This design comes from an exercise in tuning for small area on the open sky130 flow, not from production work. In this exercise RTL edits were held to simulation tests only and were not proved equivalent to the original.

== run A ==
==> flow/design.v <==
module bitw_core (
    input  wire        clk,
    input  wire        rst,           
    input  wire        cmd_valid,
    output wire        cmd_ready,
    input  wire [2:0]  cmd_op,
    input  wire [7:0]  cmd_n,         
    input  wire [31:0] cmd_arg,       
    input  wire [31:0] cmd_num,       
    input  wire [31:0] cmd_den,       
    output wire        rsp_valid,
    output wire [2:0]  rsp_status,
    output wire [31:0] rsp_val,
    output wire [2:0]  rsp_nbytes,
    output wire [31:0] rsp_bytes
);
    localparam [3:0] S_ZAP  = 4'd0,    
                     S_IDLE = 4'd1,
                     S_CMP  = 4'd2,    
                     S_MUL  = 4'd3,    
                     S_DIV  = 4'd4,    
                     S_FIN  = 4'd5,    
                     S_ASM  = 4'd6,    
                     S_REST = 4'd7,    
                     S_RATE = 4'd8,    
                     S_PRE  = 4'd9,    
                     S_PCMP = 4'd10,   
                     S_CLR  = 4'd11,   
                     S_MAT  = 4'd12,   
                     S_RESP = 4'd13;
    reg [3:0]  st;
    reg [5:0]  cnt;
    reg [28:0] S, C;
    reg [30:0] NM;          
    reg [30:0] DN;          
    reg [31:0] H;
    reg [7:0]  cb;
    reg [2:0]  nb;
    reg        cinc;        
    reg        dflt;        
    reg        sc;          
    reg        sticky;
    reg        x;
    reg        fail, rate, g;
    reg        ini;         
    reg        mreg;        
    reg [1:0]  i0m1;
    reg [2:0]  i;
    wire isI = (cmd_op == 3'd0);
    wire isW = (cmd_op == 3'd1);
    wire isS = (cmd_op == 3'd2);
    wire isX = (cmd_op == 3'd3);
    wire isC = (cmd_op == 3'd4);
    wire isL = cmd_op[2] & (cmd_op[1] | cmd_op[0]);
    wire badn = (cmd_n[7:6] != 2'b00) | (cmd_n[5] & (cmd_n[4:0] != 5'd0));
    wire [5:0] neff = isW ? cmd_n[5:0] : 6'd0;
    wire [5:0] T    = {3'd0, nb} + neff;
    wire       e    = (nb != 3'd0);
    wire [2:0] k    = isW ? T[5:3] : (isX ? {2'b00, e} : 3'd0);
    wire [2:0] nbp  = isW ? T[2:0] : 3'd0;
    wire       ep   = (nbp != 3'd0);
    wire [3:0] delta = isW ? ({1'b0, k} + {3'd0, ep} - {3'd0, e}) : 4'd0;
    wire c0 = (cnt == 6'd0);
    wire [2:0] ln  = cnt[5] ? k : ((cnt[4:3] == 2'd0) ? 3'd3 : {1'b0, cnt[4:3] - 2'd1});
    wire [5:0] J   = {ln, ~cnt[2:0]};
    wire [5:0] idx = T - 6'd1 - J;
    reg  [4:0] aidx;
    always @(*) begin
        if (st == S_ASM) aidx = idx[4:0];
        else if (st == S_PRE || st == S_MUL) aidx = cnt[4:0] + 5'd1;
        else if (st == S_DIV) aidx = cnt[4:0];
        else aidx = 5'd0;
    end
    wire       abit = cmd_arg[aidx];
    wire J_lt_nb = (J[5:3] == 3'd0) && (J[2:0] < nb);
    wire J_lt_T  = (J < T);
    wire sbit    = J_lt_nb ? cb[0] : (J_lt_T ? abit : 1'b0);
    wire inj     = cnt[5] ? H[0] : ((ln < k) ? sbit : 1'b0);
    reg [3:0] K;
    always @(*) begin
        if (st == S_REST) K = {2'b00, i0m1} - {3'd0, e};
        else if (st == S_ASM) K = delta;
        else K = 4'd0;
    end
    wire Kt   = (cnt[4:2] != 3'd0 || cnt[1:0] == 2'd3) ? K[3] : K[cnt[1:0]];
    wire scin = c0 ? 1'b0 : sc;
    wire sadd = S[0] ^ Kt ^ scin;
    wire scout = (S[0] & Kt) | (S[0] & scin) | (Kt & scin);
    wire cinc_mul = C[0] ^ sc;                    
    wire m     = ini ? mreg : cinc_mul;           
    reg  useN, useD, agate, cin, divmode, qforce0;
    always @(*) begin
        useN = 1'b0; useD = 1'b0; agate = 1'b1; cin = 1'b0; divmode = 1'b0; qforce0 = 1'b0;
        case (st)
        S_MUL:  begin useN = m; agate = c0; end
        S_PRE:  begin useN = m; agate = c0; end
        S_DIV:  begin useD = 1'b1; agate = 1'b0; cin = 1'b1; divmode = 1'b1; qforce0 = c0; end
        S_PCMP: begin useD = 1'b1; agate = 1'b0; cin = sticky; end
        S_ASM:  begin agate = 1'b0; end
        S_RATE: case (cnt[1:0])
            2'd0: begin useD = 1'b1; cin = 1'b1; end
            2'd1: begin useN = 1'b1; end
            2'd2: begin divmode = 1'b1; qforce0 = 1'b1; agate = 1'b0; end
            default: begin useD = 1'b1; agate = 1'b0; end
            endcase
        default: ;
        endcase
    end
    wire [31:0] NUMSRC = ini ? cmd_num : (dflt ? 32'd3 : {1'b0, NM});
    wire [31:0] DENINV = ini ? ~cmd_den : (dflt ? ~32'd2 : {1'b1, DN});
    wire [31:0] A = agate ? 32'd0 : H;
    wire [31:0] B = useN ? NUMSRC : (useD ? DENINV : 32'd0);
    wire [32:0] ADD = {1'b0, A} + {1'b0, B} + {32'd0, cin};
    wire [31:0] sum  = ADD[31:0];
    wire        cout = ADD[32];
    wire        q    = cout & ~qforce0;
    wire [31:0] R    = q ? sum : H;
    wire        bin  = (st == S_DIV) ? C[28] : sticky;
    wire [2:0]  o    = i - 3'd1 - {2'b00, e} - {2'b00, cinc};
    wire [30:0] cmpv = {2'b00, S} + {{28{o[2]}}, o} - {2'b00, C};
    wire        grow = ~cmpv[30];
    wire        czero = (C == 29'd0) & ~cinc;
    wire remnz = (H[31:1] != 31'd0);      
    wire ovf28 = C[28] & ((C[27:0] != 28'd0) | remnz);
    always @(posedge clk) begin
        if (divmode) H <= {R[30:0], bin};
        else         H <= {(st == S_ASM) ? inj : cout, sum[31:1]};
        if (rst) begin
            st   <= S_ZAP;
            cnt  <= 6'd0;
            nb   <= 3'd0;
            cinc <= 1'b0;
            dflt <= 1'b1;
        end else begin
            cnt <= cnt + 6'd1;
            sc  <= scout;
            mreg <= abit;
            case (st)
            S_ZAP: begin
                if (cnt < 6'd29) begin
                    S <= {1'b0, S[28:1]};
                    C <= {1'b0, C[28:1]};
                end
                if (cnt < 6'd8) cb <= {1'b0, cb[7:1]};
                if (cnt == 6'd28) st <= S_IDLE;
            end
            S_IDLE: begin
                cnt <= 6'd0;
                if (cmd_valid) begin
                    fail <= 1'b0; rate <= 1'b0; g <= 1'b0; i <= 3'd1; ini <= isI;
                    if (isL || (isW && badn) || isS || (isC && !cinc))
                        st <= S_RESP;
                    else if (isC) begin
                        st <= S_MAT; sc <= 1'b1;
                    end else if (isW)
                        st <= (k == 3'd0) ? S_ASM : S_CMP;
                    else if (isX)
                        st <= e ? S_CMP : S_ASM;
                    else
                        st <= S_RATE;
                end
            end
            S_CMP: begin
                cnt <= 6'd0;
                if (grow && !g) begin g <= 1'b1; i0m1 <= i[1:0] - 2'd1; end
                if (grow && !czero) begin
                    st <= S_MUL; sc <= cinc;
                end else begin
                    if (grow) cinc <= 1'b1;      
                    if (i < k) i <= i + 3'd1;
                    else st <= S_ASM;
                end
            end
            S_MUL: begin
                sc <= C[0] & sc;
                C  <= {sum[0], C[28:1]};
                if (cnt == 6'd28) begin st <= S_DIV; cnt <= 6'd0; end
            end
            S_DIV: begin
                C <= {C[27:0], q};
                if (ini) begin
                    if (cnt < 6'd29) S <= {abit, S[28:1]};
                    if (cnt < 6'd8) cb <= {1'b0, cb[7:1]};
                end
                if (c0 && cout) begin
                    fail <= 1'b1; st <= S_REST; cnt <= 6'd0;
                end else if (cnt == 6'd29)
                    st <= S_FIN;
            end
            S_FIN: begin
                cnt <= 6'd0;
                cinc <= remnz;
                if (!ini && ovf28) begin
                    fail <= 1'b1; st <= S_REST;
                end else if (ini) begin
                    NM <= cmd_num[30:0]; DN <= ~cmd_den[30:0]; dflt <= 1'b0;
                    st <= S_RESP;
                end else if (isW && i < k) begin
                    i <= i + 3'd1; st <= S_CMP;
                end else
                    st <= S_ASM;
            end
            S_ASM: begin
                if (cnt < 6'd29) begin
                    S <= {sadd, S[28:1]};
                    if (isX) C <= {sadd, C[28:1]};
                end
                if (cnt[5])
                    cb <= {sbit, cb[7:1]};
                else if (cnt[4:3] == 2'd1)
                    cb <= {cb[0], cb[7:1]};
                if (isX) cinc <= 1'b0;
                if (cnt == 6'd39) st <= S_RESP;
            end
            S_REST: begin
                S <= {S[0], S[28:1]};
                C <= {sadd, C[28:1]};
                cinc <= 1'b0;
                if (cnt == 6'd28) st <= S_RESP;
            end
            S_RATE: begin
                if (cnt[1:0] == 2'd0) x <= cout;           
                if (cnt[1:0] == 2'd1) sticky <= sum[0];    
                if (cnt[1:0] == 2'd3) begin
                    cnt <= 6'd0;
                    if (cmd_num[31] || !cout || x) begin rate <= 1'b1; st <= S_CLR; end
                    else if (cmd_arg[31:28] != 4'd0) begin fail <= 1'b1; st <= S_CLR; end
                    else st <= S_PRE;
                end
            end
            S_PRE: begin
                sticky <= (c0 ? 1'b0 : sticky) | sum[0];
                if (cnt == 6'd27) begin st <= S_PCMP; cnt <= 6'd0; end
            end
            S_PCMP: begin
                cnt <= 6'd0;
                if (cout) begin fail <= 1'b1; st <= S_CLR; end
                else st <= S_MUL;
            end
            S_CLR: st <= S_RESP;
            S_MAT: begin
                sc <= C[0] & sc;
                C  <= {C[0] ^ sc, C[28:1]};
                if (cnt == 6'd28) begin cinc <= 1'b0; st <= S_RESP; end
            end
            S_RESP: begin
                st <= S_IDLE;
                if (!fail && !rate && (isW || isX || isI) && !(isW && badn))
                    nb <= nbp;
            end
            default: st <= S_IDLE;
            endcase
        end
    end
    wire resp = (st == S_RESP);
    wire ok   = !isL && !(isW && badn) && !rate && !fail;
    wire selS = ok & (isS | isX);
    wire selC = ok & isC;
    assign cmd_ready  = resp;
    assign rsp_valid  = resp & cmd_valid;
    assign rsp_status = isL ? 3'd5 : (isW && badn) ? 3'd3 : rate ? 3'd1 : fail ? 3'd4 : 3'd0;
    assign rsp_val    = {3'd0, ({29{selS}} & S) | ({29{selC}} & C)};
    assign rsp_nbytes = ok ? k : 3'd0;
    assign rsp_bytes  = H;
endmodule
==> flow/config.mk <==
export PLATFORM = sky130hd
export DESIGN_NAME = bitw_core
export DESIGN_NICKNAME = bitw_core
export VERILOG_FILES = /design/flow/design.v
export SDC_FILE = /design/flow/constraint.sdc
export NUM_CORES = 4
export LEC_CHECK = 0
export CAP_MARGIN = 20
export CORE_MARGIN = 2
export CORE_UTILIZATION = 40
export SLEW_MARGIN = 20
==> flow/constraint.sdc <==
create_clock -name core_clock -period 8.0 [get_ports {clk}]
set_input_delay 1.6000 -clock core_clock [delete_from_list [all_inputs] [get_ports {clk}]]
set_output_delay 1.6000 -clock core_clock [all_outputs]
set_load 0.01 [all_outputs]
run.sh (not shown) runs the stock make flow with config.mk's settings and CLKGATE_MAP_FILE= SYNTH_SCRIPT=/design/flow/synth_recipe.tcl, a recipe that flattens the netlist after the stock synthesis.
What run B does differently from run A at the input level:
--- a/flow/design.v
+++ b/flow/design.v
@@ -42,8 +42,6 @@
     reg        sticky;
     reg        x;
     reg        fail, rate, g;
-    reg        ini;         
-    reg        mreg;        
     reg [1:0]  i0m1;
     reg [2:0]  i;
     wire isI = (cmd_op == 3'd0);
@@ -64,13 +62,7 @@
     wire [2:0] ln  = cnt[5] ? k : ((cnt[4:3] == 2'd0) ? 3'd3 : {1'b0, cnt[4:3] - 2'd1});
     wire [5:0] J   = {ln, ~cnt[2:0]};
     wire [5:0] idx = T - 6'd1 - J;
-    reg  [4:0] aidx;
-    always @(*) begin
-        if (st == S_ASM) aidx = idx[4:0];
-        else if (st == S_PRE || st == S_MUL) aidx = cnt[4:0] + 5'd1;
-        else if (st == S_DIV) aidx = cnt[4:0];
-        else aidx = 5'd0;
-    end
+    wire [4:0] aidx = (st == S_ASM) ? idx[4:0] : cnt[4:0];
     wire       abit = cmd_arg[aidx];
     wire J_lt_nb = (J[5:3] == 3'd0) && (J[2:0] < nb);
     wire J_lt_T  = (J < T);
@@ -87,7 +79,7 @@
     wire sadd = S[0] ^ Kt ^ scin;
     wire scout = (S[0] & Kt) | (S[0] & scin) | (Kt & scin);
     wire cinc_mul = C[0] ^ sc;                    
-    wire m     = ini ? mreg : cinc_mul;           
+    wire m     = isI ? abit : cinc_mul;           
     reg  useN, useD, agate, cin, divmode, qforce0;
     always @(*) begin
         useN = 1'b0; useD = 1'b0; agate = 1'b1; cin = 1'b0; divmode = 1'b0; qforce0 = 1'b0;
@@ -106,8 +98,8 @@
         default: ;
         endcase
     end
-    wire [31:0] NUMSRC = ini ? cmd_num : (dflt ? 32'd3 : {1'b0, NM});
-    wire [31:0] DENINV = ini ? ~cmd_den : (dflt ? ~32'd2 : {1'b1, DN});
+    wire [31:0] NUMSRC = isI ? cmd_num : (dflt ? 32'd3 : {1'b0, NM});
+    wire [31:0] DENINV = isI ? ~cmd_den : (dflt ? ~32'd2 : {1'b1, DN});
     wire [31:0] A = agate ? 32'd0 : H;
     wire [31:0] B = useN ? NUMSRC : (useD ? DENINV : 32'd0);
     wire [32:0] ADD = {1'b0, A} + {1'b0, B} + {32'd0, cin};
@@ -120,8 +112,7 @@
     wire [30:0] cmpv = {2'b00, S} + {{28{o[2]}}, o} - {2'b00, C};
     wire        grow = ~cmpv[30];
     wire        czero = (C == 29'd0) & ~cinc;
-    wire remnz = (H[31:1] != 31'd0);      
-    wire ovf28 = C[28] & ((C[27:0] != 28'd0) | remnz);
+    wire ovf28 = C[28] & ((C[27:0] != 28'd0) | cinc);
     always @(posedge clk) begin
         if (divmode) H <= {R[30:0], bin};
         else         H <= {(st == S_ASM) ? inj : cout, sum[31:1]};
@@ -134,7 +125,6 @@
         end else begin
             cnt <= cnt + 6'd1;
             sc  <= scout;
-            mreg <= abit;
             case (st)
             S_ZAP: begin
                 if (cnt < 6'd29) begin
@@ -147,7 +137,7 @@
             S_IDLE: begin
                 cnt <= 6'd0;
                 if (cmd_valid) begin
-                    fail <= 1'b0; rate <= 1'b0; g <= 1'b0; i <= 3'd1; ini <= isI;
+                    fail <= 1'b0; rate <= 1'b0; g <= 1'b0; i <= 3'd1;
                     if (isL || (isW && badn) || isS || (isC && !cinc))
                         st <= S_RESP;
                     else if (isC) begin
@@ -178,21 +168,22 @@
             end
             S_DIV: begin
                 C <= {C[27:0], q};
-                if (ini) begin
+                if (isI) begin
                     if (cnt < 6'd29) S <= {abit, S[28:1]};
                     if (cnt < 6'd8) cb <= {1'b0, cb[7:1]};
                 end
                 if (c0 && cout) begin
                     fail <= 1'b1; st <= S_REST; cnt <= 6'd0;
-                end else if (cnt == 6'd29)
+                end else if (cnt == 6'd29) begin
+                    cinc <= (R != 32'd0);
                     st <= S_FIN;
+                end
             end
             S_FIN: begin
                 cnt <= 6'd0;
-                cinc <= remnz;
-                if (!ini && ovf28) begin
+                if (!isI && ovf28) begin
                     fail <= 1'b1; st <= S_REST;
-                end else if (ini) begin
+                end else if (isI) begin
                     NM <= cmd_num[30:0]; DN <= ~cmd_den[30:0]; dflt <= 1'b0;
                     st <= S_RESP;
                 end else if (isW && i < k) begin
### Flow results
Looking at the reports, run B completed the entire flow and the layout it produced met the timing, design-rule and antenna checks.
Run B ends up with lower worst setup slack than run A does.
Arrival time at the worst endpoint for run B: 0.94 ns up relative to run A
[compare] base=run A new=run B: number of tap cells inserted now larger, total placed instance area now larger, cell count now larger.
Summary — overall die height, run B relative to run A: higher, by about 0.56%.
Post-synthesis instance total of run B exceeds that of run A by a few percent.
Of run B and run A, run B shows the higher area of the multi-input gates, with run A below it.
For hold slack, run A and run B come out practically identical.
Compare run B and run A | global-route usage lower: run A
Sequential share of layout area on run B is down relative to run A.
Per the comparison of run B with run A, met1 layer usage reported by global route increased 2.4 points; wire length per cell rose by about 0.9%.
Post-synthesis share of cell area spent on and, or, nand and nor gates ends up lower on run A.

port drivers added, routing unchanged:
How much do the figures lean on ideal ports? The routed layouts below were timed once more, with nothing changed but the port constraints. Step 1: set_driving_cell puts a clkbuf_16 on clk and a buf_2 on each other input, an assumption about the parent block. Step 2 adds t to the input delays and takes it off the output delays; t is the mean of the earliest and latest rising clock arrival at the registers after step 1. Input paths then give back, and output paths get back, about the clock's delay inside the block. a / b / c = ideal / step 1 / step 2; a / b = the first two.
run	t (ns)	slack for setup (ns)	hold WS [ns]	latest minus earliest clock arrival (ns)	slew at the worst register clock pin (ns)
run A	0.486	1.042 / 1.058 / 0.572	0.425 / 0.425 / 0.425	0.019 / 0.019	0.08 / 0.08
run B	0.501	0.154 / 0.182 / -0.319	0.427 / 0.427 / 0.427	0.016 / 0.016	0.08 / 0.08
With both steps, setup timing fails in run B, where it was met with ideal ports. The setup slack of run B, which loses most, moves by +0.028 ns with the drivers and by -0.473 ns with both steps.
